From an optimization exercise on the open Yosys and OpenROAD flow, aimed at small area, a short achievable clock period and few clock cycles per item; shortcuts taken in it are not production practice.
Where RTL was checked, it was by simulation tests only, not by an equivalence proof against the original.
For run 7, only the layout was checked, not whether the RTL still works.
Power and IR drop assume default switching activity.

## design/flow/config.mk

```make
export PLATFORM = sky130hd
export DESIGN_NAME = pf_engine
export DESIGN_NICKNAME = pf_engine
export VERILOG_FILES = /design/flow/design.v
export SDC_FILE = /design/flow/constraint.sdc
export NUM_CORES = 4
export LEC_CHECK = 0
export CAP_MARGIN = 20
export CORE_MARGIN = 2
export CORE_UTILIZATION = 40
export SLEW_MARGIN = 20
```

## design/flow/constraint.sdc

```tcl
create_clock -name core_clock -period 10.0 [get_ports {clk}]
set_input_delay 2.0000 -clock core_clock [delete_from_list [all_inputs] [get_ports {clk}]]
set_output_delay 2.0000 -clock core_clock [all_outputs]
set_load 0.01 [all_outputs]
```

## design/flow/design.v

```verilog
module pf_engine (
    input  wire        clk,
    input  wire        rst,
    input  wire        cmd_valid,
    output wire        cmd_ready,
    input  wire [1:0]  cmd_op,
    input  wire [7:0]  cmd_klen,
    input  wire [7:0]  cmd_tlen,
    input  wire        in_valid,
    output wire        in_ready,
    input  wire [7:0]  in_data,
    output wire        out_valid,
    input  wire        out_ready,
    output wire [7:0]  out_data,
    output wire        done,
    output wire [2:0]  err_code,
    output wire [15:0] err_info
);
    localparam OP_ENC = 2'd0, OP_DEC = 2'd1, OP_MAT = 2'd2;
    localparam SC_NONE = 2'd0, SC_EMPTY = 2'd1, SC_ODD = 2'd2, SC_BAD = 2'd3;
    localparam IS_IDLE = 2'd0, IS_CAP = 2'd1, IS_STREAM = 2'd2;
    function [5:0] alpha(input integer i);
        alpha = (i < 26) ? (6'd33 + i) : (i - 10);
    endfunction
    reg [1:0] ist;
    reg       cmd_ready_r, in_ready_r;
    reg [1:0] op_in;
    reg [7:0] krem, trem;
    reg [1:0] sc_in;
    reg       started;
    reg       init_req;
    reg [7:0] mb, sb;
    reg       m_v, s_v;
    reg       m_first, m_last, m_text, m_null;
    reg       s_first, s_last, s_text, s_null;
    assign cmd_ready = cmd_ready_r;
    assign in_ready  = in_ready_r;
    wire cmd_fire = cmd_valid & cmd_ready_r;
    wire in_fire  = in_valid & in_ready_r;
    wire cap_op3  = (op_in == 2'd3);
    wire cap_kz   = (krem == 8'd0);
    wire cap_tz   = (trem == 8'd0);
    wire cap_has  = !cap_op3 & (!cap_kz | (!op_in[1] & !cap_tz));
    wire null_fire = (ist == IS_CAP) & !cap_has & !s_v;
    wire rem_last = (krem == 8'd1 & trem == 8'd0) | (krem == 8'd0 & trem == 8'd1);
    wire enq      = in_fire | null_fire;
    wire e_first  = null_fire | !started;
    wire e_last   = null_fire | rem_last;
    wire e_text   = !null_fire & (krem == 8'd0);
    wire e_null   = null_fire;
    reg  [5:0]  L [0:35];
    reg  [35:0] T;           
    wire [5:0] s = {mb[6], mb[4:0]};
    wire [35:0] m;
    genvar gi;
    generate for (gi = 0; gi < 36; gi = gi + 1) begin : g_cmp
        assign m[gi] = (L[gi] == s);
    end endgenerate
    wire [35:0] ge0 = m;
    wire [35:0] ge1 = ge0 | {1'b0,  ge0[35:1]};
    wire [35:0] ge2 = ge1 | {2'b0,  ge1[35:2]};
    wire [35:0] ge3 = ge2 | {4'b0,  ge2[35:4]};
    wire [35:0] ge4 = ge3 | {8'b0,  ge3[35:8]};
    wire [35:0] ge5 = ge4 | {16'b0, ge4[35:16]};
    wire [35:0] ge  = ge5 | {32'b0, ge5[35:32]};
    wire [35:0] firstcell = T & ~{T[34:0], 1'b0};
    wire [35:0] region    = T & ge;
    wire [5:0] row_s, col_s;
    generate for (gi = 0; gi < 6; gi = gi + 1) begin : g_rc
        assign row_s[gi] = |m[6*gi +: 6];
        assign col_s[gi] = m[gi] | m[gi+6] | m[gi+12] | m[gi+18] | m[gi+24] | m[gi+30];
    end endgenerate
    wire is_upper = (mb >= 8'h41 && mb <= 8'h5a);
    wire is_lower = (mb >= 8'h61 && mb <= 8'h7a);
    wire is_digit = (mb >= 8'h30 && mb <= 8'h39);
    wire is_space = (mb == 8'h20);
    wire ok_enc   = is_upper | is_lower | is_digit;
    wire ok_dec   = is_upper | is_digit;
    wire [7:0] mb_up = is_lower ? {mb[7:6], 1'b0, mb[4:0]} : mb;
    reg [1:0] op_a;
    reg [1:0] sc_a;
    reg       err_i;
    reg       have_a;
    reg [5:0] pa_r, pa_c;
    reg [2:0] err_r;
    reg [15:0] info_r;       
    reg [5:0] cur_r, cur_c, nxt_r, nxt_c;
    reg       busy_b, has_nxt, mat_mode, end_b;
    reg [7:0] f0, f1;
    reg       v0, v1;
    reg       done_r;
    wire room      = !v1;
    wire emit      = busy_b & room;
    wire cur_last  = cur_r[5] & cur_c[5];
    wire last_emit = mat_mode ? cur_last : !has_nxt;
    wire busy_after = busy_b & !(emit & last_emit);
    wire ev_key  = m_v & !m_text & !m_null;
    wire ev_text = m_v & m_text;
    wire op_enc  = (op_a == OP_ENC);
    wire proc_en = ev_text & !m_first & (sc_a == SC_NONE) & !err_i;
    wire t_space = op_enc & is_space;
    wire t_ok    = op_enc ? ok_enc : ok_dec;
    wire t_bad   = proc_en & !t_space & !t_ok;
    wire t_sym   = proc_en & !t_space & t_ok;
    wire t_pair  = t_sym & have_a;
    wire have_n  = t_sym ? !have_a : have_a;
    wire pad     = ev_text & m_last & op_enc & proc_en & !t_bad & have_n;
    wire [1:0] sc_now = m_first ? sc_in : sc_a;
    wire [1:0] op_now = m_first ? op_in : op_a;
    wire is_end  = m_v & m_last & !pad;
    wire mat_end = is_end & (op_now == OP_MAT);
    wire need_b  = (ev_text & t_pair) | mat_end | ev_key;
    wire need_c  = ev_text | is_end;
    wire stall   = (need_b & busy_after) | (need_c & (end_b | done_r));
    wire hold_f  = init_req & m_first;
    wire take    = m_v & !stall & !hold_f;
    wire do_init = init_req & (!m_v | m_first) & !busy_after;
    wire do_ins  = take & ev_key & ok_enc;
    wire dec_dir = (op_a == OP_DEC);
    function [5:0] step(input [5:0] x, input d);
        step = d ? {x[0], x[5:1]} : {x[4:0], x[5]};
    endfunction
    wire sr = |(pa_r & row_s);
    wire scl = |(pa_c & col_s);
    wire colrule = scl & !sr;
    wire [5:0] c0_r = colrule ? step(pa_r, dec_dir) : pa_r;
    wire [5:0] c0_c = sr ? step(pa_c, dec_dir) : (scl ? pa_c : col_s);
    wire [5:0] c1_r = colrule ? step(row_s, dec_dir) : row_s;
    wire [5:0] c1_c = sr ? step(col_s, dec_dir) : (scl ? col_s : pa_c);
    wire load_pair = take & ev_text & t_pair;
    wire load_mat  = take & mat_end;
    wire end_now   = take & is_end;
    wire [7:0] pidx_n = (take & ev_text & !err_i & !t_bad & !t_space) ? info_r[15:8] + 8'd1
                                                                   : info_r[15:8];
    wire       err_n  = (err_i & !m_first) | t_bad;
    wire [7:0] eb_n   = t_bad ? (op_enc ? mb_up : mb) : info_r[7:0];
    reg [5:0] rd;
    integer k;
    always @(*) begin
        rd = 6'd0;
        for (k = 0; k < 36; k = k + 1)
            rd = rd | (L[k] & {6{cur_r[k/6] & cur_c[k%6]}});
    end
    wire [7:0] rd_ascii = {1'b0, rd[5], ~rd[5], rd[4:0]};
    wire consume = take;
    wire pop     = v0 & out_ready;
    reg        m_v_n, s_v_n, mf_n, sf_n;
    always @(*) begin
        m_v_n = m_v;
        s_v_n = s_v;
        if (take & pad) begin
            m_v_n = 1'b1;
            if (enq) s_v_n = 1'b1;
        end else if (s_v) begin
            if (consume) begin m_v_n = 1'b1; s_v_n = 1'b0; end
        end else if (!m_v | consume) begin
            m_v_n = enq;
        end else if (enq) begin
            s_v_n = 1'b1;
        end
    end
    wire [1:0] ist_n = cmd_fire ? IS_CAP :
                       (ist == IS_CAP) ? (cap_has ? IS_STREAM : (null_fire ? IS_IDLE : IS_CAP)) :
                       (ist == IS_STREAM && in_fire && rem_last) ? IS_IDLE : ist;
    wire mfirst_n = (take & pad) ? 1'b0 :
                    (s_v & consume) ? s_first :
                    (!s_v & (!m_v | consume)) ? (enq & e_first) : (m_v & m_first);
    wire sfirst_n = (take & pad) ? (s_v ? s_first : (enq & e_first)) :
                    (s_v & consume) ? 1'b0 :
                    s_v ? s_first :
                    (!s_v & m_v & !consume) ? (enq & e_first) : 1'b0;
    always @(posedge clk) begin
        if (cmd_ready_r) begin
            op_in <= cmd_op;
            krem  <= cmd_klen;
            trem  <= cmd_tlen;
        end
        if (ist == IS_CAP) begin
            sc_in <= cap_op3 ? SC_BAD :
                     (!op_in[1] & cap_kz) ? SC_EMPTY :
                     (op_in == OP_DEC & trem[0]) ? SC_ODD : SC_NONE;
            if (op_in[1]) trem <= 8'd0;
            if (cap_op3)  krem <= 8'd0;
            started <= 1'b0;
        end else if (ist == IS_STREAM && in_fire) begin
            started <= 1'b1;
            if (krem != 8'd0) krem <= krem - 8'd1;
            else              trem <= trem - 8'd1;
        end
        if (take & pad) begin
            mb <= 8'h58;
            m_first <= 1'b0; m_last <= 1'b1; m_text <= 1'b1; m_null <= 1'b0;
            if (!s_v) begin
                sb <= in_data;
                s_first <= e_first; s_last <= e_last; s_text <= e_text; s_null <= e_null;
            end
        end else if (s_v) begin
            if (consume) begin
                mb <= sb;
                m_first <= s_first; m_last <= s_last; m_text <= s_text; m_null <= s_null;
            end
        end else begin
            if (!m_v | consume) begin
                mb <= in_data;
                m_first <= e_first; m_last <= e_last; m_text <= e_text; m_null <= e_null;
            end
            sb <= in_data;
            s_first <= e_first; s_last <= e_last; s_text <= e_text; s_null <= e_null;
        end
        if (do_init) begin : init_blk
            integer i;
            for (i = 0; i < 36; i = i + 1) L[i] <= alpha(i);
            T <= {36{1'b1}};
        end else if (do_ins) begin : ins_blk
            integer i;
            for (i = 0; i < 36; i = i + 1)
                if (region[i])
                    L[i] <= firstcell[i] ? s : L[(i + 35) % 36];
            T <= T & ~(firstcell & region);
        end
        if (take) begin
            if (m_first) begin
                op_a   <= op_in;
                sc_a   <= sc_in;
                have_a <= 1'b0;
                err_i  <= 1'b0;
            end
            if (ev_text) begin
                if (t_sym & !have_a) begin
                    pa_r <= row_s;
                    pa_c <= col_s;
                end
                have_a <= have_n;
                if (t_bad) err_i <= 1'b1;
                info_r <= {pidx_n, eb_n};
            end
            if (is_end) begin
                err_r  <= (sc_now == SC_BAD)   ? 3'd5 :
                          (sc_now == SC_EMPTY) ? 3'd3 :
                          (sc_now == SC_ODD)   ? 3'd4 :
                          err_n                ? 3'd1 : 3'd0;
                info_r <= (sc_now == SC_BAD)   ? 16'd3 :
                          (sc_now == SC_EMPTY) ? 16'd2 :
                          (sc_now == SC_ODD)   ? {pidx_n, 8'd0} :
                          err_n                ? {pidx_n, eb_n} : 16'd0;
            end
        end
        if (done_r) info_r <= 16'd0;
        if (load_pair) begin
            cur_r <= c0_r; cur_c <= c0_c;
            nxt_r <= c1_r; nxt_c <= c1_c;
        end else if (load_mat) begin
            cur_r <= 6'b000001; cur_c <= 6'b000001;
        end else if (emit) begin
            if (mat_mode) begin
                if (cur_c[5]) begin
                    cur_c <= 6'b000001;
                    cur_r <= {cur_r[4:0], cur_r[5]};
                end else begin
                    cur_c <= {cur_c[4:0], cur_c[5]};
                end
            end else begin
                cur_r <= nxt_r; cur_c <= nxt_c;
            end
        end
        if (!v0 | pop) f0 <= v1 ? f1 : rd_ascii;
        if (!v1)       f1 <= rd_ascii;
        if (rst) begin
            ist         <= IS_IDLE;
            cmd_ready_r <= 1'b1;
            in_ready_r  <= 1'b0;
            init_req    <= 1'b0;
            m_v         <= 1'b0;
            s_v         <= 1'b0;
            busy_b      <= 1'b0;
            has_nxt     <= 1'b0;
            mat_mode    <= 1'b0;
            end_b       <= 1'b0;
            v0          <= 1'b0;
            v1          <= 1'b0;
            done_r      <= 1'b0;
            info_r      <= 16'd0;
            err_i       <= 1'b0;
        end else begin
            ist         <= ist_n;
            cmd_ready_r <= (ist_n == IS_IDLE) & !mfirst_n & !sfirst_n;
            in_ready_r  <= (ist_n == IS_STREAM) & !s_v_n;
            m_v         <= m_v_n;
            s_v         <= s_v_n;
            if (ist == IS_CAP & ist_n != IS_CAP) init_req <= !cap_op3;
            else if (do_init)                     init_req <= 1'b0;
            if (load_pair) begin
                busy_b <= 1'b1; has_nxt <= 1'b1; mat_mode <= 1'b0;
            end else if (load_mat) begin
                busy_b <= 1'b1; has_nxt <= 1'b0; mat_mode <= 1'b1;
            end else if (emit) begin
                if (last_emit) begin busy_b <= 1'b0; mat_mode <= 1'b0; end
                if (!mat_mode) has_nxt <= 1'b0;
            end
            v0 <= v1 ? 1'b1 : (v0 ? (!pop | emit) : emit);
            v1 <= v1 ? !pop : (v0 & !pop & emit);
            done_r <= end_b & !busy_after & !(load_pair | load_mat) &
                      !(v1 ? 1'b1 : (v0 ? (!pop | emit) : emit)) &
                      !(v1 ? !pop : (v0 & !pop & emit));
            if (end_now)                  end_b <= 1'b1;
            else if (end_b & !busy_after &
                     !(v1 ? 1'b1 : (v0 ? (!pop | emit) : emit)) &
                     !(v1 ? !pop : (v0 & !pop & emit)))
                                          end_b <= 1'b0;
        end
    end
    assign out_valid = v0;
    assign out_data  = f0;
    assign done      = done_r;
    assign err_code  = err_r;
    assign err_info  = info_r;
endmodule
```

## design/flow/run.sh

```bash
#!/bin/bash
# synth_recipe.tcl (not shown) runs the flow's synth.tcl, then flattens the netlist and writes it again
# the make line also repeats each setting of config.mk as NAME=value (left out here)
make -C /OpenROAD-flow-scripts/flow DESIGN_CONFIG=/design/flow/config.mk WORK_HOME=/design/flow/orfs CLKGATE_MAP_FILE= SYNTH_SCRIPT=/design/flow/synth_recipe.tcl finish
```

==> run summary, run 1 <==
outcome=finished clean; Initial Utilization=0.404; top post-synthesis cells by area=dfxtp_1 (29%), mux2i_1 (11%), edfxtp_1 (9.2%); fin crit period=5.58 ns; drt wl/cell=23.4 µm; peak fanout along the critical path=29; DRT met1 WL=31.9 mm; clk buf depth=3; VDD IR-drop max=120 µV; Yosys top cell by area=dfxtp_1; max layer used=met4; Hold Violations, Final=0; Final Skew=0.0382 ns; Filler cells=5291; # setup viols final=0; H-Tree Depth=2; crit share post-route=0.558; TritonCTS sink count=388; CP required=10.40 ns; met2 routed WL=32.9 mm; postcts setup bufs=0; Seq/Total Area, Yosys=0.380; mapped cell area=22200 µm²; Hold WS=0.458 ns; Seq cells post-synth=388; Post-synth EDFFs=68; drt first pass iters=9; CORE AREA=55000 µm²; first-pass GRT wire length=113 mm; synth unique cells=80; buffers added on ports=61; clock latency on the worst-skew pair=0.61 ns; Finished Layout Cells=3184; die area=57500 µm²; Iter 0 DRT Violations=2222; Die Wd=240 µm; CP max stage delay=0.96 ns; total grt overflow=0; Total Routing Usage GR=0.254; Crit Path Class=flip-flop to flip-flop; io pins=62; Die Span Y=240 µm; Pins Over Slew Limit=0; unrepaired setup endpoints after global routing=no; area growth from synthesis to layout=10.3%; Slew @ Worst Pin=1.23 ns; routed vias/inst=6.02; CP max stage cell=inv_1; share of the synthesized area in the top cell type=0.288; normalized max-slew margin=0.174; Hold Buf Count CTS=0; CP Launch Type=flip-flop; clk root buf=clkbuf_16; CTS tree=built; crit path DAT=5.97 ns; Inserted Clock Buffers=45; worst path bufs/invs=1; layout cells sized above 1=0.0752; final antenna-violating net count=0; initial antenna violation count=1; Synth async-reset ratio=0; Max Freq=179 MHz; Worst Hold Class=flip-flop to flip-flop; synthesis warning total=2; CP top delay family=simple AND/OR/NAND/NOR gates; cell with the most instances after synthesis=dfxtp_1; Place WS=4.55 ns; CTS resizes=0; Mapped Cells=2481; largest net degree at the start of global routing=81; placed insts=3098; DR WL met3=5.67 mm; FP Rows=86; via count=19167; detailed placement HPWL=52.1 mm; # DRC=0; setup tns final=0 ns; LEAKAGE=9.46 nW; Avg Cell Area, Syn=8.96 µm²; Syn Nets=2521; # Max-Cap Violations=0; setup ws final=4.42 ns; Worst setup EP type=flip-flop; Final Wtd Congestion=0.959; Nets=2437; CP Cell Sequence=or4_1, nor2_1, nor4b_1, nor3_1, and2_1, ha_1, a221oi_1, o31a_1, nand3_1, inv_1, nand2_1, o21ai_0; drt total wl=74.5 mm; clock slew at reported path FFs=0.06 ns; synth cell count leaders=dfxtp_1 (320), mux2i_1 (254), nor2_1 (212); Synth Flop Type=dfxtp_1; vias in the first global route=18107; P per Cell Area=216 nW/µm²
==> power by group <==
| part | internal (W) | switching (W) |
|---|---|---|
| Sequential | 0.00183 | 0.000411 |
| Combinational | 0.000588 | 0.000727 |
| Clock | 0.00103 | 0.000701 |
| Total | 0.00345 | 0.00184 |
==> sequential cells by signal, summed over array words and instances, names as in the netlist, 3 cells and up <==
signal and cells:
nxt_c 6, cur_c 6, sb 8, pa_c 6, T 36, f1 8
mb 8, cur_r 6, nxt_r 6, L 216, info_r 16, f0 8
krem 8, err_r 3, trem 8, pa_r 6
==> worst paths after layout <==
| path | startpoint | end | slack [ns] | depth (start not counted) |
|---|---|---|---|---|
| worst max register to register | mb[1] | cur_c[1] | 4.42 | 12 |
| worst max-delay path | mb[1] | cur_c[1] | 4.42 | 12 |
| worst min-delay path | f1[6] | f1[6] | 0.46 | 2 |
| worst min register to register | f1[6] | f1[6] | 0.46 | 2 |
==> per-layer routing <==
layer / track usage / vias to the layer above
li1: - / 8849
met1: 0.342 / 9231
met2: 0.391 / 866
met3: 0.0438 / 221
met4: 0.130 / 0
met5: 0 / -
==> worst register-to-register path, stage by stage, from the launching register on <==
cell and delay [ns]:
dfxtp_4 0.51, or4_1 0.58, nor2_1 0.13, nor4b_1 0.41, nor3_1 0.12, and2_1 0.20, ha_1 0.20, a221oi_1 0.29
o31a_1 0.66, nand3_1 0.71, inv_1 0.97, nand2_1 0.29, o21ai_0 0.31
==> layout by cell type, fill, tap and decap left out, types with 49 or more instances in the layout <==
cell type / synthesis / layout
mux2i_1: 254 / 254
dfxtp_1: 320 / 314
nor2_1: 212 / 212
clkdlybuf4s50_1: 0 / 61
a21oi_1: 94 / 94
xnor2_1: 131 / 131
edfxtp_1: 68 / 68
a22oi_1: 49 / 49
inv_1: 53 / 53
a211oi_1: 73 / 73
o21ai_0: 106 / 106
nand3_1: 72 / 71
o211ai_1: 78 / 78
xor2_1: 92 / 92
nand2_1: 204 / 204
==> stage by stage <==
stage / instance area (µm²) / total power [W] / util
global placement: 23000 / 0.00351 / 0.418
detailed placement: 23000 / 0.00355 / 0.418
finish: 24500 / 0.00528 / 0.446
global route: 24500 / 0.00552 / 0.446
floorplan: 22200 / 0.00316 / -
CTS: 24500 / 0.00528 / 0.446
==> cell type report <==
| class | count | area, µm² | share of cell area |
|---|---|---|---|
| Multi-Input combinational cell | 1820 | 12500 | 0.511 |
| Sequential cell | 388 | 8470 | 0.345 |
| Clock buffer | 66 | 1320 | 0.0537 |
| Tap cell | 748 | 936 | 0.0382 |
| Timing Repair Buffer | 87 | 806 | 0.0329 |
| Clock inverter | 18 | 238 | 0.00969 |
| Inverter | 55 | 206 | 0.00842 |
| Antenna cell | 2 | 5.00 | 0.000204 |
==> cells by family (layout without fill, tap and decap cells) <==
group,count (synthesis),after routing,synth area share
flip-flops,388,388,0.380
AND/OR/NAND/NOR,719,719,0.152
buffers and inverters,273,226,0.0564
XOR/XNOR,223,223,0.0879
adder cells (fa/ha/maj),9,9,0.00507
AO/OA/AOI/OAI,568,568,0.180
multiplexers,301,301,0.138
other,0,2,0
Testbench counts, summed over its fixed seeds: cycles 24,755, bytes 24,035.
==> run 2: changes to the inputs <==
--- a/design/flow/design.v
+++ b/design/flow/design.v
@@ -33,6 +33,12 @@
     reg       m_v, s_v;
     reg       m_first, m_last, m_text, m_null;
     reg       s_first, s_last, s_text, s_null;
+    reg       m_okE, m_okD, m_sp, m_low;
+    reg       s_okE, s_okD, s_sp, s_low;
+    wire i_up  = (in_data >= 8'h41 && in_data <= 8'h5a);
+    wire i_low = (in_data >= 8'h61 && in_data <= 8'h7a);
+    wire i_dig = (in_data >= 8'h30 && in_data <= 8'h39);
+    wire i_sp  = (in_data == 8'h20);
     assign cmd_ready = cmd_ready_r;
     assign in_ready  = in_ready_r;
     wire cmd_fire = cmd_valid & cmd_ready_r;
@@ -70,16 +76,15 @@
         assign row_s[gi] = |m[6*gi +: 6];
         assign col_s[gi] = m[gi] | m[gi+6] | m[gi+12] | m[gi+18] | m[gi+24] | m[gi+30];
     end endgenerate
-    wire is_upper = (mb >= 8'h41 && mb <= 8'h5a);
-    wire is_lower = (mb >= 8'h61 && mb <= 8'h7a);
-    wire is_digit = (mb >= 8'h30 && mb <= 8'h39);
-    wire is_space = (mb == 8'h20);
-    wire ok_enc   = is_upper | is_lower | is_digit;
-    wire ok_dec   = is_upper | is_digit;
-    wire [7:0] mb_up = is_lower ? {mb[7:6], 1'b0, mb[4:0]} : mb;
+    wire is_space = m_sp;
+    wire ok_enc   = m_okE;
+    wire ok_dec   = m_okD;
+    wire [7:0] mb_up = m_low ? {mb[7:6], 1'b0, mb[4:0]} : mb;
     reg [1:0] op_a;
     reg [1:0] sc_a;
     reg       err_i;
+    reg       pok;           
+    reg       openc;         
     reg       have_a;
     reg [5:0] pa_r, pa_c;
     reg [2:0] err_r;
@@ -96,8 +101,8 @@
     wire busy_after = busy_b & !(emit & last_emit);
     wire ev_key  = m_v & !m_text & !m_null;
     wire ev_text = m_v & m_text;
-    wire op_enc  = (op_a == OP_ENC);
-    wire proc_en = ev_text & !m_first & (sc_a == SC_NONE) & !err_i;
+    wire op_enc  = openc;
+    wire proc_en = ev_text & !m_first & pok;
     wire t_space = op_enc & is_space;
     wire t_ok    = op_enc ? ok_enc : ok_dec;
     wire t_bad   = proc_en & !t_space & !t_ok;
@@ -115,7 +120,8 @@
     wire hold_f  = init_req & m_first;
     wire take    = m_v & !stall & !hold_f;
     wire do_init = init_req & (!m_v | m_first) & !busy_after;
-    wire do_ins  = take & ev_key & ok_enc;
+    wire do_ins  = m_v & !m_text & !m_null & ok_enc & !busy_after &
+                   !(m_last & (end_b | done_r)) & !(init_req & m_first);
     wire dec_dir = (op_a == OP_DEC);
     function [5:0] step(input [5:0] x, input d);
         step = d ? {x[0], x[5:1]} : {x[4:0], x[5]};
@@ -127,7 +133,8 @@
     wire [5:0] c0_c = sr ? step(pa_c, dec_dir) : (scl ? pa_c : col_s);
     wire [5:0] c1_r = colrule ? step(row_s, dec_dir) : row_s;
     wire [5:0] c1_c = sr ? step(col_s, dec_dir) : (scl ? col_s : pa_c);
-    wire load_pair = take & ev_text & t_pair;
+    wire load_pair = m_v & m_text & !m_first & pok & have_a & t_ok & !t_space &
+                     !busy_after & !end_b & !done_r;
     wire load_mat  = take & mat_end;
     wire end_now   = take & is_end;
     wire [7:0] pidx_n = (take & ev_text & !err_i & !t_bad & !t_space) ? info_r[15:8] + 8'd1
@@ -190,22 +197,27 @@
         if (take & pad) begin
             mb <= 8'h58;
             m_first <= 1'b0; m_last <= 1'b1; m_text <= 1'b1; m_null <= 1'b0;
+            m_okE <= 1'b1; m_okD <= 1'b1; m_sp <= 1'b0; m_low <= 1'b0;
             if (!s_v) begin
                 sb <= in_data;
                 s_first <= e_first; s_last <= e_last; s_text <= e_text; s_null <= e_null;
+                s_okE <= i_up | i_low | i_dig; s_okD <= i_up | i_dig; s_sp <= i_sp; s_low <= i_low;
             end
         end else if (s_v) begin
             if (consume) begin
                 mb <= sb;
                 m_first <= s_first; m_last <= s_last; m_text <= s_text; m_null <= s_null;
+                m_okE <= s_okE; m_okD <= s_okD; m_sp <= s_sp; m_low <= s_low;
             end
         end else begin
             if (!m_v | consume) begin
                 mb <= in_data;
                 m_first <= e_first; m_last <= e_last; m_text <= e_text; m_null <= e_null;
+                m_okE <= i_up | i_low | i_dig; m_okD <= i_up | i_dig; m_sp <= i_sp; m_low <= i_low;
             end
             sb <= in_data;
             s_first <= e_first; s_last <= e_last; s_text <= e_text; s_null <= e_null;
+            s_okE <= i_up | i_low | i_dig; s_okD <= i_up | i_dig; s_sp <= i_sp; s_low <= i_low;
         end
         if (do_init) begin : init_blk
             integer i;
@@ -220,6 +232,8 @@
         end
         if (take) begin
             if (m_first) begin
+                pok    <= (sc_in == SC_NONE);
+                openc  <= (op_in == OP_ENC);
                 op_a   <= op_in;
                 sc_a   <= sc_in;
                 have_a <= 1'b0;
@@ -231,7 +245,7 @@
                     pa_c <= col_s;
                 end
                 have_a <= have_n;
-                if (t_bad) err_i <= 1'b1;
+                if (t_bad) begin err_i <= 1'b1; pok <= 1'b0; end
                 info_r <= {pidx_n, eb_n};
             end
             if (is_end) begin
==> design/flow/flow/run.sh (new file) <==
#!/bin/bash
set -euo pipefail
bash standard.sh BUFFER_PORTS_ARGS="-buffer_cell sky130_fd_sc_hd__buf_4" finish > standard_flow.log 2>&1
==> design/flow/standard.sh (new file) <==
#!/bin/bash
# synth_recipe.tcl (not shown) runs the flow's synth.tcl, then flattens the netlist and writes it again
# the make line also repeats each setting of config.mk as NAME=value (left out here)
make -C /OpenROAD-flow-scripts/flow DESIGN_CONFIG=/design/flow/config.mk WORK_HOME=/design/flow/orfs CLKGATE_MAP_FILE= SYNTH_SCRIPT=/design/flow/synth_recipe.tcl "${@:-finish}"
removed: design/flow/run.sh
==> run 2 against run 1 <==
Via count up 2.7%. Sequential power increased by 4%. Core utilization is 0.52 points lower. Non-clock buffer count increased by 6. Power increased by 2.0%. Fmax rose by 14%. Area after synthesis grew 2.2%. Hold slack got worse by 0.0082 ns. Critical endpoint is now nxt_r[4]. Largest cell class unchanged.
==> run summary, run 2 <==
cell with the most instances after synthesis=dfxtp_1; share of the synthesized area in the top cell type=0.286; final antenna-violating net count=0; # Max-Cap Violations=0; Avg Cell Area, Syn=9.01 µm²; CP required=10.33 ns; Filler cells=5515; Post-synth EDFFs=74; Yosys top cell by area=dfxtp_1; area of the multi-input gates=12800 µm²; Synth Flop Type=dfxtp_1; Power, Total=0.00539 W; Largest regs=L: 216 flops, T: 36 flops, info_r: 16 flops; top post-synthesis cells by area=dfxtp_1 (29%), mux2i_1 (11%), edfxtp_1 (9.8%); synth cell count leaders=dfxtp_1 (324), mux2i_1 (248), nand2_1 (233); Final Skew=0.0411 ns; die area=58700 µm²; largest net degree at the start of global routing=78; Inserted Clock Buffers=46; Die Span Y=242 µm; Crit Path Class=flip-flop to flip-flop; commonest non-fill, non-tap cells in the layout=dfxtp_1 (318), mux2i_1 (248), nand2_1 (233); Worst R2R Setup Slack=5.11 ns; CTS tree=built; mapped cell area=22700 µm²; synth unique cells=82; post-synthesis compound-gate area fraction=0.179; Nets=2483; post-synthesis xor/xnor area fraction=0.0863; clock latency on the worst-skew pair=0.61 ns; io pins=62; FP Rows=87; CP max stage delay=0.83 ns; CP Cell Sequence=buf_4, xor2_1, nor4_1, and2_1, nor4_1, nand2_1, a221o_1, o21ai_1, mux2_2; Slew @ Worst Pin=1.12 ns; Pins Over Slew Limit=0; setup tns final=0 ns; CP max stage cell=nor4_1; TritonCTS sink count=398; mux share of post-synthesis cell area=0.136; CP Launch Type=flip-flop; leading cell type in the layout, fill and taps excluded=dfxtp_1; CTS resizes=0; unrepaired setup endpoints after global routing=no; VDD IR-drop max=160 µV; Hold Violations, Final=0; LEAKAGE=9.78 nW; drt first pass iters=9; Synth Area in Adders=0.00496; total grt overflow=0; H-Tree Depth=2; clock slew at reported path FFs=0.06 ns; postcts setup bufs=0; # setup viols final=0; CORE AREA=56300 µm²; Seq/Total Area, Yosys=0.383; # diodes=0; routed vias/inst=6.08; drt total wl=75.3 mm; crit share post-route=0.489; Max Freq=204 MHz; Place WS=5.27 ns; Worst setup EP type=flip-flop; setup ws final=5.11 ns; Syn Nets=2562; Final Wtd Congestion=0.950; Initial Utilization=0.404; Total Routing Usage GR=0.249; flip-flop count of the largest register after layout=216; vias in the first global route=18608; Synth async-reset ratio=0; Hold Buf Count CTS=0; buffers added on ports=61; drt wl/cell=23.3 µm; # DRC=0; outcome=finished clean; fin crit period=4.89 ns; Worst Hold Class=flip-flop to flip-flop; post-synthesis simple-gate area fraction=0.156; first-pass GRT wire length=116 mm; area growth from synthesis to layout=9.18%; Reg area=8730 µm²; P per Cell Area=217 nW/µm²; Hold WS=0.449 ns; Seq cells post-synth=398; normalized max-slew margin=0.250; detailed placement HPWL=51.7 mm; via count=19692; initial antenna violation count=1; main combinational cell family by area after synthesis=compound AO/OA/AOI/OAI gates; Mapped Cells=2522; Die Wd=242 µm; layout cells sized above 1=0.0983; synthesis warning total=2; clk buf depth=3; most frequent CP cell=nor4_1; Iter 0 DRT Violations=2271; peak fanout along the critical path=57; clk root buf=clkbuf_16; crit path DAT=5.22 ns; largest reg by FF count=L
==> run 2: per-layer routing <==
| layer | global-route usage | up-vias | share of wire |
|---|---|---|---|
| li1 | - | 9000 | - |
| met5 | 0 | - | 0.00012 |
| met4 | 0.101 | 2 | 0.039 |
| met2 | 0.372 | 930 | 0.43 |
| met1 | 0.355 | 9580 | 0.44 |
| met3 | 0.0449 | 180 | 0.089 |
==> run 2: power breakdown <==
| group | switching (W) | total (W) | internal, W |
|---|---|---|---|
| logic | 0.000783 | 0.00140 | 0.000620 |
| registers | 0.000437 | 0.00233 | 0.00189 |
| clock network | 0.000722 | 0.00166 | 0.000940 |
==> run 2: area by class of cell <==
class                   instances  share of cell area
multi-input cells            1861               0.516
flip-flops and latches        398               0.352
clock buffers                  64              0.0507
well taps                     756              0.0381
repair buffers                 93              0.0281
clock inverters                22             0.00868
inverters                      43             0.00651
==> run 2: per-stage QoR <==
stage / utilization / std cells / instance area (µm²)
final: 0.441 / 3237 / 24800
after detailed placement: 0.415 / 3151 / 23300
after global placement: 0.415 / 3151 / 23300
after CTS: 0.441 / 3237 / 24800
after floorplan: - / 2522 / 22700
after global routing: 0.441 / 3237 / 24800
==> run 2: critical path, delay by kind of cell, from the launching register on <==
family	cells	cell delay, ns
AO/OA/AOI/OAI	2	1.19
buffers and inverters	1	0.80
XOR/XNOR	1	0.22
AND/OR/NAND/NOR	4	1.35
multiplexers	1	0.42
flip-flops	1	0.51
==> run 2: cell families after synthesis <==
kind of cell,count (synthesis)
AOI/OAI and AO/OA,574
xor gates and xnor gates,223
adders and majority gates,9
buffers and inverters,263
DFF,398
muxes,301
and+or+nand+nor,754
==> run 2: worst paths after layout <==
check	cells after the start	endpoint	from
setup / recovery	9	nxt_r[4]	mb[4]
hold / removal	1	f1[5]	f1[5]
setup reg to reg	9	nxt_r[4]	mb[4]
hold reg to reg	1	f1[5]	f1[5]
Testbench counts of run 2, summed over its fixed seeds: cycles 24,755, bytes 24,035.
==> run 3: changes to the inputs <==
==> design/flow/flow/run.sh (replaced) <==
#!/bin/bash
set -euo pipefail
bash standard.sh BUFFER_PORTS_ARGS="-buffer_cell sky130_fd_sc_hd__buf_4" \
    SETUP_SLACK_MARGIN=6.4 TNS_END_PERCENT=100 finish > standard_flow.log 2>&1
==> run 3 against run 2 <==
Still clean on timing, DRC and antenna. Clock skew shrank 0.00098 ns. Die area is the same. Hold slack is essentially flat. Non-clock buffer count grew 60. Combinational power grew 14%. Power grew 3.1%. Largest cell class unchanged. Largest power group unchanged.
==> run summary, run 3 <==
routed vias/inst=6.13; Post-Route Utilization=0.456; Synth Flop Type=dfxtp_1; # DRC=0; clock latency on the worst-skew pair=0.62 ns; synth cell count leaders=dfxtp_1 (324), mux2i_1 (248), nand2_1 (233); Mapped Cells=2522; Seq/Total Area, Yosys=0.383; Final Wtd Congestion=0.950; Post-synth EDFFs=74; Initial Utilization=0.404; CP Launch Type=flip-flop; Die Wd=242 µm; crit path DAT=3.80 ns; DR WL met3=7.87 mm; met2 routed WL=33.4 mm; Worst setup EP type=flip-flop; initial antenna violation count=1; P_sw=0.00200 W; Final Skew=0.0402 ns; largest net degree at the start of global routing=78; H-Tree Depth=2; synth unique cells=82; die area=58700 µm²; Total Routing Usage GR=0.257; Nets=2545; peak fanout along the critical path=29; Iter 0 DRT Violations=2487; Hold Violations, Final=0; worst hold stages=1; Pins Over Slew Limit=0; Sw Share=0.360; final antenna-violating net count=0; clock power share=0.300; clk buf depth=3; Area after DPL=23300 µm²; Seq pwr share=0.414; area growth from synthesis to layout=13.0%; share of the synthesized area in the top cell type=0.286; setup tns final=0 ns; Slew @ Worst Pin=1.08 ns; buffers added on ports=61; normalized max-slew margin=0.281; FP Rows=87; Max Freq=287 MHz; detailed placement HPWL=51.7 mm; Worst R2R Setup Slack=6.52 ns; Largest regs=L: 216 flops, T: 36 flops, info_r: 16 flops; Worst Hold Class=flip-flop to flip-flop; P per Cell Area=217 nW/µm²; Final Instance Area=25700 µm²; Worst Hold Endpoint=f1[5]; clk root buf=clkbuf_16; Yosys top cell by area=dfxtp_1; Avg Cell Area, Syn=9.01 µm²; Synth async-reset ratio=0; drt first pass iters=6; top post-synthesis cells by area=dfxtp_1 (29%), mux2i_1 (11%), edfxtp_1 (9.8%); clock slew at reported path FFs=0.06 ns; Die Span Y=242 µm; largest reg by FF count=L; FF-to-FF path depth=11; via count=20245; drt wl/cell=23.9 µm; leading cell type in the layout, fill and taps excluded=dfxtp_1; outcome=finished clean; VDD IR-drop max=160 µV; vias in the first global route=19059; Inserted Clock Buffers=46; total grt overflow=0; TritonCTS sink count=398; max layer used=met4; Seq cells post-synth=398; fin crit period=3.48 ns; internal power=0.00356 W; io pins=62; LEAKAGE=10.2 nW; CP required=10.32 ns; layout cells sized above 1=0.129; synthesis warning total=2; CTS tree=built; crit share post-route=0.348; CORE AREA=56300 µm²; Gate power share=0.286; drt total wl=78.8 mm; Syn Nets=2562; unrepaired setup endpoints after global routing=no; Crit Path Class=flip-flop to flip-flop; commonest non-fill, non-tap cells in the layout=dfxtp_1 (316), mux2i_1 (248), nand2_1 (232); cell with the most instances after synthesis=dfxtp_1; first-pass GRT wire length=119 mm; reg2reg end=cur_c[3]; R2R Path Start=mb[6]; mapped cell area=22700 µm²; flip-flop count of the largest register after layout=216; # Max-Cap Violations=0; # setup viols final=0; DRT met1 WL=33.8 mm; worst hold start=f1[5]
run 3: cell counts after synthesis:
Identical to the previous run, type by type.
run 3: critical path, stage by stage, from the launching register on:
cell and delay (ns):
dfxtp_4 0.41, buf_16 0.26, xor2_1 0.21, nor4_1 0.08, nand3_1 0.21, nand2_1 0.17, or4b_4 0.63, a221o_2 0.53
nor2_4 0.16, buf_4 0.16, mux2i_1 0.21, o221ai_1 0.15
run 3: kinds of logic after synthesis:
family / after synthesis / share of synthesized area
AND/OR/NAND/NOR: 754 / 0.156
AO/OA/AOI/OAI: 574 / 0.179
flip-flops: 398 / 0.383
multiplexers: 301 / 0.136
buffers and inverters: 263 / 0.0545
XOR/XNOR: 223 / 0.0863
adder cells (fa/ha/maj): 9 / 0.00496
run 3: routing by layer:
layer / vias up / GRT usage
met2: 1101 / 0.380
met4: 0 / 0.117
met1: 9754 / 0.362
li1: 9148 / -
met3: 242 / 0.0496
met5: - / 0
run 3: layout make-up:
type | instances | area (µm²)
Clock inverter | 22 | 215
Sequential cell | 398 | 8730
Antenna cell | 1 | 2.50
Tap cell | 756 | 946
Timing Repair Buffer | 153 | 1400
Clock buffer | 64 | 1260
Multi-Input combinational cell | 1863 | 13000
Fill cell | 5450 | 30600
Inverter | 43 | 161
run 3: stage by stage:
step / cells / hold WS (ns) / worst slack [ns] / power, W
2_1_floorplan: 2522 / 0.422 / 6.46 / 0.00329
6_report: 3300 / 0.450 / 6.52 / 0.00556
3_5_place_dp: 3151 / 0.441 / 5.27 / 0.00371
5_1_grt: 3299 / 0.486 / 6.39 / 0.00579
3_3_place_gp: 3151 / 0.437 / 5.30 / 0.00368
4_1_cts: 3267 / 0.455 / 6.37 / 0.00548
run 3: how the worst max path moves through the flow:
stage / from / endpoint / slack (ns) / cells past startpoint
after floorplan: m_v / pa_c[0] / 6.46 / 10
after global placement: mb[1] / nxt_r[0] / 5.30 / 9
after detailed placement: mb[2] / nxt_r[0] / 5.27 / 9
after CTS: mb[4] / nxt_r[4] / 6.37 / 9
after global routing: mb[6] / cur_c[3] / 6.39 / 11
final: mb[6] / cur_c[3] / 6.52 / 11
run 3: power groups by stage:
stage	combinational [W]	sequential [W]	clock, W
after floorplan	0.00117	0.00212	0
after global placement	0.00135	0.00234	0
after detailed placement	0.00136	0.00234	0
after CTS	0.00150	0.00229	0.00169
after global routing	0.00172	0.00232	0.00175
final	0.00159	0.00230	0.00167
run 3: timing repair:
| item | CTS | global route |
|---|---|---|
| endpoints found under the setup margin | 236 | 127 |
| setup buffers | 27 | 31 |
| gates resized for setup | 36 | 20 |
| cloned | 3 | 1 |
| hold buffers | 0 | 0 |
| pin swaps | 6 | 6 |
==> run 4: changes to the inputs <==
==> design/flow/flow/run.sh (replaced) <==
#!/bin/bash
set -euo pipefail
bash standard.sh BUFFER_PORTS_ARGS="-buffer_cell sky130_fd_sc_hd__buf_4" \
    SETUP_SLACK_MARGIN=6.8 TNS_END_PERCENT=100 finish > standard_flow.log 2>&1
==> run 4 against run 3 <==
Critical path depth grew 1. Global-route usage grew 1.5 points. Register-to-register slack gained 0.19 ns. Synthesized cell count is the same. Critical path type unchanged. Core utilization grew 2.0 points. Clock skew shrank 0.0071 ns. Worst setup slack gained 0.19 ns. Combinational power grew 8%. Sequential power is essentially flat.
==> run summary, run 4 <==
Worst Hold Class=flip-flop to flip-flop; P per Cell Area=217 nW/µm²; total grt overflow=0; vias in the first global route=19438; R2R Path Start=mb[4]; layout cells sized above 1=0.167; Worst setup EP type=flip-flop; buffers added on ports=61; Post-synth EDFFs=74; H-Tree Depth=2; Seq cells post-synth=398; detailed placement HPWL=52.2 mm; Filler cells=5293; Mapped Cells=2522; Iter 0 DRT Violations=2797; Final Skew=0.0330 ns; synth cell count leaders=dfxtp_1 (324), mux2i_1 (248), nand2_1 (233); synth unique cells=82; commonest non-fill, non-tap cells in the layout=dfxtp_1 (311), mux2i_1 (247), nand2_1 (230); die area=58700 µm²; VDD IR-drop max=136 µV; Die Span Y=242 µm; Slew @ Worst Pin=1.14 ns; Syn Nets=2562; Final Wtd Congestion=0.937; synthesis warning total=2; fin crit period=3.29 ns; Worst Setup SP=mb[4]; FP Rows=87; leading cell type in the layout, fill and taps excluded=dfxtp_1; Area after DPL=23300 µm²; Nets=2596; Final Instance Area=26800 µm²; CORE AREA=56300 µm²; CTS tree=built; Worst R2R Setup Slack=6.71 ns; setup tns final=0 ns; unrepaired setup endpoints after global routing=yes; clock slew at reported path FFs=0.06 ns; Pins Over Slew Limit=0; largest reg by FF count=L; peak fanout along the critical path=11; initial antenna violation count=1; Hold Buf Count CTS=0; area of the multi-input gates=13300 µm²; Synth Flop Type=dfxtp_1; Total Routing Usage GR=0.273; Avg Cell Area, Syn=9.01 µm²; io pins=62; CP required=10.33 ns; Max Freq=304 MHz; first-pass GRT wire length=125 mm; final antenna-violating net count=0; drt wl/cell=25.2 µm; Seq/Total Area, Yosys=0.383; outcome=finished clean; Synth async-reset ratio=0; via count=20834; Hold Violations, Final=0; flip-flop count of the largest register after layout=216; routed vias/inst=6.22; area growth from synthesis to layout=17.8%; largest net degree at the start of global routing=79; Inserted Clock Buffers=46; Die Wd=242 µm; Initial Utilization=0.404; cell with the most instances after synthesis=dfxtp_1; worst hold start=f1[7]; TritonCTS sink count=398; # DRC=0; # setup viols final=0; # diodes=0; crit path DAT=3.62 ns; drt first pass iters=7; crit share post-route=0.329; top post-synthesis cells by area=dfxtp_1 (29%), mux2i_1 (11%), edfxtp_1 (9.8%); Largest regs=L: 216 flops, T: 36 flops, info_r: 16 flops; CP Cell Sequence=buf_4, buf_16, xor2_1, nor4_1, a22o_1, nand4bb_1, nand2b_4, nand2_1, and4_4, buf_4, nand2_1, o221ai_1; Reg area=8740 µm²; clk root buf=clkbuf_16; drt total wl=84.4 mm; # Max-Cap Violations=0; clock latency on the worst-skew pair=0.63 ns; clk buf depth=3; LEAKAGE=10.7 nW; CP Launch Type=flip-flop; Yosys top cell by area=dfxtp_1; mapped cell area=22700 µm²; normalized max-slew margin=0.241; CP max stage cell=nor4_1; share of the synthesized area in the top cell type=0.286; CP max stage delay=0.47 ns; Crit Path Class=flip-flop to flip-flop
-- run 4: cells by family (layout without fill, tap and decap cells) --
family | count (synthesis) | count (layout) | share of synthesized area
xor+xnor | 223 | 223 | 0.0863
simple gates | 754 | 758 | 0.156
flops | 398 | 398 | 0.383
compound gates | 574 | 575 | 0.179
fa+ha+maj | 9 | 9 | 0.00496
buf+inv | 263 | 330 | 0.0545
mux | 301 | 301 | 0.136
-- run 4: timing repair --
item                       in CTS  in global routing
setup endpoints to repair     361                223
pin swaps                      15                 14
setup buffers                  62                 41
cloned                          7                  8
gates resized for setup        64                 60
-- run 4: path summary, 6_finish.rpt --
| kind | to | cells after the start |
|---|---|---|
| max reg2reg | cur_c[4] | 12 |
| min | f1[7] | 1 |
| min reg2reg | f1[7] | 1 |
| max | cur_c[4] | 12 |
-- run 4: critical path, delay by kind of cell (launching register included) --
| kind | cells | cell delay (ns) |
|---|---|---|
| DFF | 1 | 0.46 |
| and+or+nand+nor | 6 | 1.40 |
| xor gates and xnor gates | 1 | 0.08 |
| buffers and inverters | 3 | 0.52 |
| AOI/OAI and AO/OA | 2 | 0.53 |
-- run 4: power by group --
| group | internal [W] | total (W) | leakage [nW] | switching [W] |
|---|---|---|---|---|
| Sequential | 0.00189 | 0.00230 | 3.36 | 0.000409 |
| Combinational | 0.000790 | 0.00172 | 6.54 | 0.000930 |
| Clock | 0.00104 | 0.00179 | 0.783 | 0.000744 |
-- run 4: final cells by class --
type,instances,area share
clock buffers,64,0.0485
clock inverters,22,0.0107
inverters,43,0.00617
multi-input cells,1866,0.496
flip-flops and latches,398,0.326
well taps,756,0.0353
repair buffers,200,0.0766
repair inverters,1,0.000187
-- run 4: through the flow --
step / utilization / cells / hold WS, ns / worst slack (ns) / total power, W
2_1_floorplan: - / 2522 / 0.422 / 6.81 / 0.00329
3_3_place_gp: 0.414 / 3146 / 0.437 / 5.27 / 0.00367
3_5_place_dp: 0.414 / 3146 / 0.448 / 5.24 / 0.00369
4_1_cts: 0.462 / 3301 / 0.462 / 6.75 / 0.00564
5_1_grt: 0.476 / 3350 / 0.496 / 6.65 / 0.00601
6_report: 0.476 / 3350 / 0.461 / 6.71 / 0.00581
-- run 4: metal layers --
metal	global-route usage	part of all wire	vias up
met4	0.125	0.050	2
met1	0.373	0.42	10055
met3	0.0672	0.11	288
met2	0.404	0.42	1252
met5	0	0.00015	-
li1	-	-	9237
==> run 5: changes to the inputs <==
--- a/design/flow/config.mk
+++ b/design/flow/config.mk
@@ -8,4 +8,6 @@
 export CAP_MARGIN = 20
 export CORE_MARGIN = 2
 export CORE_UTILIZATION = 40
+export CTS_CLUSTER_DIAMETER = 100
+export CTS_CLUSTER_SIZE = 25
 export SLEW_MARGIN = 20
==> run 5 against run 4 <==
Power shrank 13%. Sequential share of layout area grew 0.77 points. Critical path depth shrank 1. Clock-buffer cell count shrank 35. Via count shrank 0.52%. First-iteration DRC count grew 6.0%. Final cell count shrank 0.96%. Clock skew shrank 0.0058 ns. Synthesized cell count is the same. Flip-flop and latch count is the same. Clock power shrank 44%. Largest cell class unchanged.
==> run summary, run 5 <==
die area=58700 µm²; clk buf depth=3; Synth Flop Type=dfxtp_1; CP Cell Sequence=mux2i_4, nor4b_4, ha_4, nor4_4, a21oi_4, a22oi_2, o221a_4, a21boi_4, nand4_1, or4_1, a21oi_1; FP Rows=87; CP max stage delay=0.52 ns; Final Instance Area=26100 µm²; main combinational cell family by area after synthesis=compound AO/OA/AOI/OAI gates; synth cell count leaders=dfxtp_1 (324), mux2i_1 (248), nand2_1 (233); Post-synth EDFFs=74; Max Freq=299 MHz; P per Cell Area=194 nW/µm²; Place WS=5.24 ns; Synth Area in Adders=0.00496; Final Skew=0.0273 ns; Die Span Y=242 µm; TritonCTS sink count=398; mapped cell area=22700 µm²; # setup viols final=0; synth unique cells=82; via count=20726; CP Launch Type=flip-flop; peak fanout along the critical path=8; initial antenna violation count=2; detailed placement HPWL=52.2 mm; drt wl/cell=25.3 µm; Initial Utilization=0.404; Largest regs=L: 216 flops, T: 36 flops, info_r: 16 flops; LEAKAGE=10.3 nW; clock latency on the worst-skew pair=0.58 ns; CP max stage cell=edfxtp_1; post-synthesis compound-gate area fraction=0.179; largest reg by FF count=L; outcome=finished clean; fin crit period=3.35 ns; Seq cells post-synth=398; Nets=2590; post-synthesis simple-gate area fraction=0.156; unrepaired setup endpoints after global routing=yes; Die Wd=242 µm; Worst setup EP type=flip-flop; layout cells sized above 1=0.168; Syn Nets=2562; clock slew at reported path FFs=0.10 ns; Finished Layout Cells=3318; clk root buf=clkbuf_16; drt first pass iters=8; Hold Violations, Final=0; commonest non-fill, non-tap cells in the layout=dfxtp_1 (314), mux2i_1 (244), nand2_1 (225); Yosys top cell by area=dfxtp_1; routed vias/inst=6.25; flip-flop count of the largest register after layout=216; placed insts=3146; normalized max-slew margin=0.396; crit share post-route=0.335; setup tns final=0 ns; final antenna-violating net count=0; # Max-Cap Violations=0; Avg Cell Area, Syn=9.01 µm²; Slew @ Worst Pin=0.906 ns; buffers added on ports=61; largest net degree at the start of global routing=79; CP top delay family=simple AND/OR/NAND/NOR gates; CP required=10.49 ns; Synth async-reset ratio=0; setup ws final=6.65 ns; CORE AREA=56300 µm²; mux share of post-synthesis cell area=0.136; Iter 0 DRT Violations=2965; worst path bufs/invs=0; Worst Hold Class=flip-flop to flip-flop; CTS tree=built; Crit Path Class=flip-flop to flip-flop; crit path DAT=3.84 ns; area growth from synthesis to layout=15.1%; Inserted Clock Buffers=21; post-synthesis xor/xnor area fraction=0.0863; leading cell type in the layout, fill and taps excluded=dfxtp_1; # DRC=0; drt total wl=84.0 mm; share of the synthesized area in the top cell type=0.286; VDD IR-drop max=131 µV; Pins Over Slew Limit=0; cell with the most instances after synthesis=dfxtp_1; Seq/Total Area, Yosys=0.383; first-pass GRT wire length=122 mm; H-Tree Depth=1; top post-synthesis cells by area=dfxtp_1 (29%), mux2i_1 (11%), edfxtp_1 (9.8%); Total Routing Usage GR=0.266; # diodes=0; Area after DPL=23300 µm²; Post-Route Utilization=0.465; vias in the first global route=18908; Mapped Cells=2522; Final Wtd Congestion=0.937; total grt overflow=0; synthesis warning total=2; io pins=62
[run 5: cell counts after synthesis]
Identical to the previous run, type by type.
[run 5: area by class of cell]
class | instances | area (µm²)
flip-flops and latches | 398 | 8740
repair inverters | 1 | 5.00
repair buffers | 219 | 2180
multi-input cells | 1866 | 13500
fillers | 5331 | 30100
clock buffers | 29 | 566
inverters | 43 | 165
clock inverters | 6 | 57.6
well taps | 756 | 946
[run 5: worst paths after layout]
kind | startpoint | to | slack [ns] | depth (start not counted)
setup / recovery | openc | info_r[14] | 6.65 | 11
hold / removal | f1[6] | f1[6] | 0.46 | 2
setup reg to reg | openc | info_r[14] | 6.65 | 11
hold reg to reg | f1[6] | f1[6] | 0.46 | 2
[run 5: per-stage QoR]
step	hold slack [ns]	power, W
2_1_floorplan	0.422	0.00329
3_3_place_gp	0.437	0.00367
3_5_place_dp	0.448	0.00369
4_1_cts	0.463	0.00483
5_1_grt	0.497	0.00525
6_report	0.463	0.00507
[run 5: cell families after synthesis]
group	count (synthesis)
adders and majority gates	9
and+or+nand+nor	754
DFF	398
buffers and inverters	263
muxes	301
AOI/OAI and AO/OA	574
xor gates and xnor gates	223
[run 5: repair_timing]
action | 4_1_cts | 5_1_grt
gates resized for setup | 68 | 110
gates cloned | 8 | 9
buffers inserted | 55 | 65
hold buffers | 0 | 0
pin swaps | 16 | 38
setup endpoints to repair | 360 | 244
[run 5: per-layer routing]
layer	vias up	GRT usage	wire (µm)
li1	9182	-	-
met3	250	0.0556	9440
met5	-	0	32
met1	10005	0.376	35100
met2	1285	0.389	35200
met4	4	0.120	4250
[run 5: tightest hold or removal path, stage by stage, from the launching register on]
cell     delay (ns)
dfxtp_1        0.31
inv_1          0.04
a21oi_1        0.07
[run 5: power by group]
group | switching [W] | internal [W] | leakage [nW]
Combinational | 0.000950 | 0.000820 | 6.59
Sequential | 0.000409 | 0.00189 | 3.36
Clock | 0.000587 | 0.000412 | 0.307
==> run 6: changes to the inputs <==
==> design/flow/config.mk (replaced) <==
export PLATFORM = sky130hd
export DESIGN_NAME = pf_engine
export DESIGN_NICKNAME = pf_engine
export VERILOG_FILES = /design/flow/design.v
export SDC_FILE = /design/flow/constraint.sdc
export NUM_CORES = 4
export LEC_CHECK = 0
export CAP_MARGIN = 25
export CORE_MARGIN = 2
export CORE_UTILIZATION = 52
export SLEW_MARGIN = 25
==> run 6 against run 5 <==
Clock skew is 0.0036 ns lower. Largest cell class unchanged. Clock-buffer cell count is 43 higher. Via count is 0.22% higher. Worst setup slack better by 0.051 ns. Global-route usage is 11 points higher. Area after synthesis stayed put. Still clean. Synthesized cell count stayed put. Fmax is 1.6% higher. Critical path type unchanged.
==> run summary, run 6 <==
FF-to-FF path depth=11; drt total wl=85.6 mm; Finished Layout Cells=3196; Slew @ Worst Pin=1.02 ns; CP required=10.54 ns; worst hold start=f1[5]; Final Wtd Congestion=0.976; internal power=0.00374 W; buffers added on ports=61; io pins=62; H-Tree Depth=2; placed insts=2977; top post-synthesis cells by area=dfxtp_1 (29%), mux2i_1 (11%), edfxtp_1 (9.8%); TritonCTS sink count=398; normalized max-slew margin=0.321; outcome=finished clean; total grt overflow=0; worst hold stages=1; drt wl/cell=26.8 µm; via count=20771; cell with the most instances after synthesis=dfxtp_1; leading cell type in the layout, fill and taps excluded=dfxtp_1; detailed placement HPWL=53.2 mm; vias in the first global route=19339; Inserted Clock Buffers=45; Sw Share=0.356; Die Wd=213 µm; initial antenna violation count=0; peak fanout along the critical path=6; clock latency on the worst-skew pair=0.61 ns; Synth Flop Type=dfxtp_1; final antenna-violating net count=0; share of the synthesized area in the top cell type=0.286; Worst Hold Class=flip-flop to flip-flop; clock slew at reported path FFs=0.06 ns; clk root buf=clkbuf_16; Seq cells post-synth=398; area growth from synthesis to layout=18.4%; Die Span Y=213 µm; routed vias/inst=6.50; Worst R2R Setup Slack=6.71 ns; crit share post-route=0.329; Iter 0 DRT Violations=2415; area of the multi-input gates=13300 µm²; synth cell count leaders=dfxtp_1 (324), mux2i_1 (248), nand2_1 (233); Crit Path Class=flip-flop to flip-flop; FP Rows=76; Hold WS=0.452 ns; CP Launch Type=flip-flop; Place WS=5.30 ns; Syn Nets=2562; CORE AREA=43100 µm²; LEAKAGE=10.8 nW; first-pass GRT wire length=126 mm; Hold Buf Count CTS=0; P per Cell Area=216 nW/µm²; drt first pass iters=10; CP Cell Sequence=mux2i_1, nor4b_4, ha_1, nor4_4, a21oi_4, a22oi_2, o221a_4, a21boi_4, nand4_1, or4_4, a21oi_2; synthesis warning total=2; CP max stage delay=0.44 ns; Mapped Cells=2522; Yosys top cell by area=dfxtp_1; Initial Utilization=0.527; largest net degree at the start of global routing=78; R2R Path Start=openc; VDD IR-drop max=137 µV; P_sw=0.00207 W; Final Skew=0.0236 ns; commonest non-fill, non-tap cells in the layout=dfxtp_1 (311), mux2i_1 (246), nand2_1 (227); largest reg by FF count=L; Seq pwr share=0.398; mapped cell area=22700 µm²; Synth async-reset ratio=0; # DRC=0; Filler cells=3719; Worst Hold Endpoint=f1[5]; reg2reg end=info_r[14]; # Max-Cap Violations=0; clk buf depth=3; Worst setup EP type=flip-flop; Nets=2615; crit path DAT=3.83 ns; setup tns final=0 ns; layout cells sized above 1=0.180; unrepaired setup endpoints after global routing=yes; die area=45400 µm²; clock power share=0.294; Pins Over Slew Limit=0; Avg Cell Area, Syn=9.01 µm²; Post-synth EDFFs=74; # setup viols final=0; flip-flop count of the largest register after layout=216; fin crit period=3.29 ns; synth unique cells=82; CTS tree=built; Gate power share=0.308; Hold Violations, Final=0; Total Routing Usage GR=0.372; Reg area=8740 µm²; setup ws final=6.71 ns; Seq/Total Area, Yosys=0.383; Largest regs=L: 216 flops, T: 36 flops, info_r: 16 flops; Max Freq=304 MHz; CP max stage cell=or4_4
[run 6: cell counts after synthesis]
No cell type changed its count.
[run 6: cell families after synthesis]
family / count (synthesis) / synth area share
AND/OR/NAND/NOR: 754 / 0.156
AO/OA/AOI/OAI: 574 / 0.179
flip-flops: 398 / 0.383
multiplexers: 301 / 0.136
buffers and inverters: 263 / 0.0545
XOR/XNOR: 223 / 0.0863
adder cells (fa/ha/maj): 9 / 0.00496
[run 6: power by group through the flow]
stage          Sequential (W)  Clock, W  Combinational [W]
2_1_floorplan         0.00212         0            0.00117
3_5_place_dp          0.00235         0            0.00136
5_1_grt               0.00233   0.00179            0.00190
3_3_place_gp          0.00235         0            0.00134
6_report              0.00231   0.00171            0.00179
4_1_cts               0.00229   0.00173            0.00163
[run 6: critical path, delay by kind of cell (launching register included)]
| family | cells | cell delay, ns |
|---|---|---|
| and+or+nand+nor | 4 | 1.23 |
| AOI/OAI and AO/OA | 5 | 1.04 |
| DFF | 1 | 0.43 |
| adders and majority gates | 1 | 0.32 |
| muxes | 1 | 0.20 |
[run 6: layer usage]
| layer | wire [µm] | up-vias | part of all wire | global-route usage |
|---|---|---|---|---|
| li1 | - | 9272 | - | - |
| met4 | 5820 | 0 | 0.068 | 0.229 |
| met1 | 34200 | 9981 | 0.40 | 0.481 |
| met3 | 8390 | 318 | 0.098 | 0.0821 |
| met5 | 0 | - | 0 | 0 |
| met2 | 37200 | 1200 | 0.43 | 0.565 |
[run 6: how the worst max path moves through the flow]
stage | endpoint | start | cells after the start
2_1_floorplan | trem[6] | in_valid | 6
3_3_place_gp | nxt_r[0] | mb[4] | 9
3_5_place_dp | nxt_r[0] | mb[4] | 9
4_1_cts | cur_c[1] | mb[3] | 11
5_1_grt | info_r[14] | openc | 12
6_report | info_r[14] | openc | 11
[run 6: cell type report]
| class | instances | area share |
|---|---|---|
| flip-flops and latches | 398 | 0.325 |
| diodes | 1 | 0.0000930 |
| multi-input cells | 1864 | 0.496 |
| inverters | 43 | 0.00614 |
| clock buffers | 72 | 0.0503 |
| clock inverters | 10 | 0.00577 |
| well taps | 585 | 0.0272 |
| repair buffers | 222 | 0.0892 |
| repair inverters | 1 | 0.000186 |
[run 6: through the flow]
step	instance area, µm²	utilization	power [W]
3_5_place_dp	23100	0.537	0.00372
6_report	26900	0.624	0.00581
3_3_place_gp	23100	0.537	0.00369
2_1_floorplan	22800	-	0.00329
4_1_cts	26000	0.603	0.00564
5_1_grt	26900	0.624	0.00602
[run 6: timing repair]
action	CTS	global route
pin swaps	14	21
buffers inserted	60	60
endpoints found under the setup margin	360	227
resized for setup	90	71
gates cloned	12	4
==> run 7: changes to the inputs <==
--- a/design/flow/design.v
+++ b/design/flow/design.v
@@ -55,7 +55,12 @@
     wire e_text   = !null_fire & (krem == 8'd0);
     wire e_null   = null_fire;
     reg  [5:0]  L [0:35];
-    reg  [35:0] T;           
+    reg  [5:0]  nkey;        
+    wire [35:0] T;           
+    genvar gt;
+    generate for (gt = 0; gt < 36; gt = gt + 1) begin : g_t
+        assign T[gt] = (nkey <= gt);
+    end endgenerate
     wire [5:0] s = {mb[6], mb[4:0]};
     wire [35:0] m;
     genvar gi;
@@ -222,13 +227,13 @@
         if (do_init) begin : init_blk
             integer i;
             for (i = 0; i < 36; i = i + 1) L[i] <= alpha(i);
-            T <= {36{1'b1}};
+            nkey <= 6'd0;
         end else if (do_ins) begin : ins_blk
             integer i;
             for (i = 0; i < 36; i = i + 1)
                 if (region[i])
                     L[i] <= firstcell[i] ? s : L[(i + 35) % 36];
-            T <= T & ~(firstcell & region);
+            if (|(m & T)) nkey <= nkey + 6'd1;
         end
         if (take) begin
             if (m_first) begin
==> design/flow/config.mk (replaced) <==
export PLATFORM = sky130hd
export DESIGN_NAME = pf_engine
export DESIGN_NICKNAME = pf_engine
export VERILOG_FILES = /design/flow/design.v
export SDC_FILE = /design/flow/constraint.sdc
export NUM_CORES = 4
export LEC_CHECK = 0
export CAP_MARGIN = 20
export CORE_MARGIN = 2
export CORE_UTILIZATION = 40
export CTS_CLUSTER_DIAMETER = 100
export CTS_CLUSTER_SIZE = 25
export SLEW_MARGIN = 20
==> run 7 against run 6 <==
Still clean on timing, DRC and antenna. Clock skew is 0.0064 ns lower. Final cell count is 9.3% higher. Synthesized cell count is 1.7% higher. Clock-buffer cell count is 43 lower. Die area is 28% higher. Critical path type unchanged.
==> run summary, run 7 <==
outcome=finished clean; layout cells sized above 1=0.257; Iter 0 DRT Violations=2940; Die Span Y=241 µm; peak fanout along the critical path=11; Hold WS=0.466 ns; first-pass GRT wire length=145 mm; mapped cell area=22500 µm²; LEAKAGE=11.2 nW; largest net degree at the start of global routing=71; synth cell count leaders=dfxtp_1 (294), nand2_1 (276), nor2_1 (217); Crit Path Class=flip-flop to flip-flop; Inserted Clock Buffers=21; flip-flop count of the largest register after layout=216; Area after DPL=23400 µm²; VDD IR-drop max=130 µV; Seq cells post-synth=368; Avg Cell Area, Syn=8.79 µm²; Post-synth EDFFs=74; area growth from synthesis to layout=25.3%; Syn Nets=2607; clk root buf=clkbuf_16; Synth Flop Type=dfxtp_1; # setup viols final=0; # Max-Cap Violations=0; Total Routing Usage GR=0.337; Hold Violations, Final=0; CP required=10.49 ns; P per Cell Area=182 nW/µm²; top post-synthesis cells by area=dfxtp_1 (26%), edfxtp_1 (9.9%), mux2i_1 (8.6%); Nets=2763; routed vias/inst=6.48; drt total wl=103 mm; share of the synthesized area in the top cell type=0.261; Final Skew=0.0172 ns; setup tns final=0 ns; Largest regs=L: 216 flops, info_r: 16 flops; crit share post-route=0.339; synthesis warning total=2; crit path DAT=3.88 ns; clk buf depth=3; H-Tree Depth=1; Seq/Total Area, Yosys=0.360; Worst Hold Class=flip-flop to flip-flop; Pins Over Slew Limit=0; Synth async-reset ratio=0; CTS tree=built; Mapped Cells=2564; detailed placement HPWL=63.9 mm; Yosys top cell by area=dfxtp_1; io pins=62; via count=22626; commonest non-fill, non-tap cells in the layout=dfxtp_1 (276), nand2_1 (263), buf_4 (227); CORE AREA=56100 µm²; total grt overflow=0; Die Wd=241 µm; unrepaired setup endpoints after global routing=yes; leading cell type in the layout, fill and taps excluded=dfxtp_1; Initial Utilization=0.402; buffers added on ports=61; Worst setup EP type=flip-flop; clock latency on the worst-skew pair=0.59 ns; synth unique cells=102; fin crit period=3.39 ns; normalized max-slew margin=0.276; Hold Buf Count CTS=0; drt first pass iters=10; TritonCTS sink count=368; CP Launch Type=flip-flop; # DRC=0; Final Wtd Congestion=1.02; initial antenna violation count=2; Slew @ Worst Pin=1.09 ns; largest reg by FF count=L; final antenna-violating net count=0; FP Rows=87; clock slew at reported path FFs=0.11 ns; drt wl/cell=29.5 µm; cell with the most instances after synthesis=dfxtp_1; Final Instance Area=28200 µm²; vias in the first global route=20997; Max Freq=295 MHz; die area=58300 µm²
-- run 7: repair_timing --
item	CTS	global route
setup buffers	105	90
gates cloned	15	14
gates resized for setup	157	207
pin swaps	32	87
endpoints found under the setup margin	335	244
-- run 7: cell families after synthesis --
family,Yosys count,synth area share
AOI/OAI and AO/OA,573,0.186
xor gates and xnor gates,223,0.0880
adders and majority gates,12,0.00666
buffers and inverters,248,0.0542
DFF,368,0.360
muxes,266,0.122
and+or+nand+nor,874,0.184
-- run 7: layer usage --
| metal | wire length, µm | vias up | GRT usage |
|---|---|---|---|
| met5 | 89 | - | 0.0109 |
| li1 | - | 9719 | - |
| met3 | 12600 | 447 | 0.0997 |
| met2 | 43400 | 1535 | 0.494 |
| met4 | 8410 | 2 | 0.232 |
| met1 | 38300 | 10923 | 0.425 |
-- run 7: through the flow --
stage,utilization,instances,power (W),setup slack [ns]
global route,0.504,3491,0.00530,6.55
finish,0.504,3492,0.00515,6.61
detailed placement,0.417,3229,0.00338,5.37
CTS,0.468,3387,0.00468,6.72
floorplan,-,2564,0.00294,6.80
global placement,0.417,3229,0.00336,5.45
-- run 7: final cells by class --
type	instances	area (µm²)
diodes	1	2.50
clock buffers	29	566
multi-input cells	1955	14700
clock inverters	9	109
inverters	51	200
repair inverters	1	5.00
well taps	756	946
flip-flops and latches	368	8160
repair buffers	322	3530
fillers	5210	27800
-- run 7: power by group --
group          leakage [nW]  internal, W  switching [W]
clock                 0.323     0.000420       0.000587
sequential             3.11      0.00171       0.000369
combinational          7.76     0.000956        0.00110
total                  11.2      0.00309        0.00206
-- run 7: final timing paths --
kind / start / end / slack [ns] / depth (start not counted)
hold / removal: f1[1] / f1[1] / 0.47 / 1
hold reg to reg: f1[1] / f1[1] / 0.47 / 1
setup reg to reg: mb[3] / L[5][0] / 6.61 / 15
setup / recovery: mb[3] / L[5][0] / 6.61 / 15
-- run 7: critical path, cell delays in order (launching register included) --
cell and delay, ns:
dfxtp_4 0.40, buf_12 0.15, buf_12 0.13, buf_16 0.14, xnor2_1 0.12, nand4_1 0.14
nor3_4 0.09, or3_4 0.37, buf_4 0.15, nor4_4 0.19, or4b_4 0.64, buf_12 0.19
o2111ai_4 0.22, buf_12 0.16, nand3_1 0.07, o31ai_1 0.10

static timing again, ports no longer ideal:
Ports are ideal in the flow. The routed layouts listed here were re-timed in OpenROAD. Step 1 sets driving cells, clkbuf_16 on the clock port and buf_2 on the other inputs (assumed; they add their load-dependent delay and slew). Step 2 moves the port delays by t, midway between the first and last clock arrival at a register: inputs arrive t later, outputs are due t later. That takes back most of the time a late clock gives input paths. a / b / c = ideal / step 1 / step 2; a / b = the first two.
| run | t (ns) | slack for setup (ns) | worst slew at a driven data input, ns |
|---|---|---|---|
| run 1 | 0.653 | 4.424 / 4.424 / 4.424 | 0.08 |
| run 2 | 0.657 | 5.108 / 5.108 / 5.108 | 0.04 |
| run 3 | 0.656 | 6.516 / 6.516 / 6.140 | 0.04 |
| run 4 | 0.673 | 6.708 / 6.708 / 6.320 | 0.05 |
| run 5 | 0.627 | 6.655 / 6.655 / 6.475 | 0.04 |
| run 6 | 0.658 | 6.706 / 6.706 / 6.398 | 0.03 |
| run 7 | 0.648 | 6.609 / 6.609 / 6.349 | 0.04 |
After both steps every run listed still meets setup and hold. The setup slack of run 4, which loses most, moves by 0.000 ns with the drivers and by -0.388 ns with both steps.
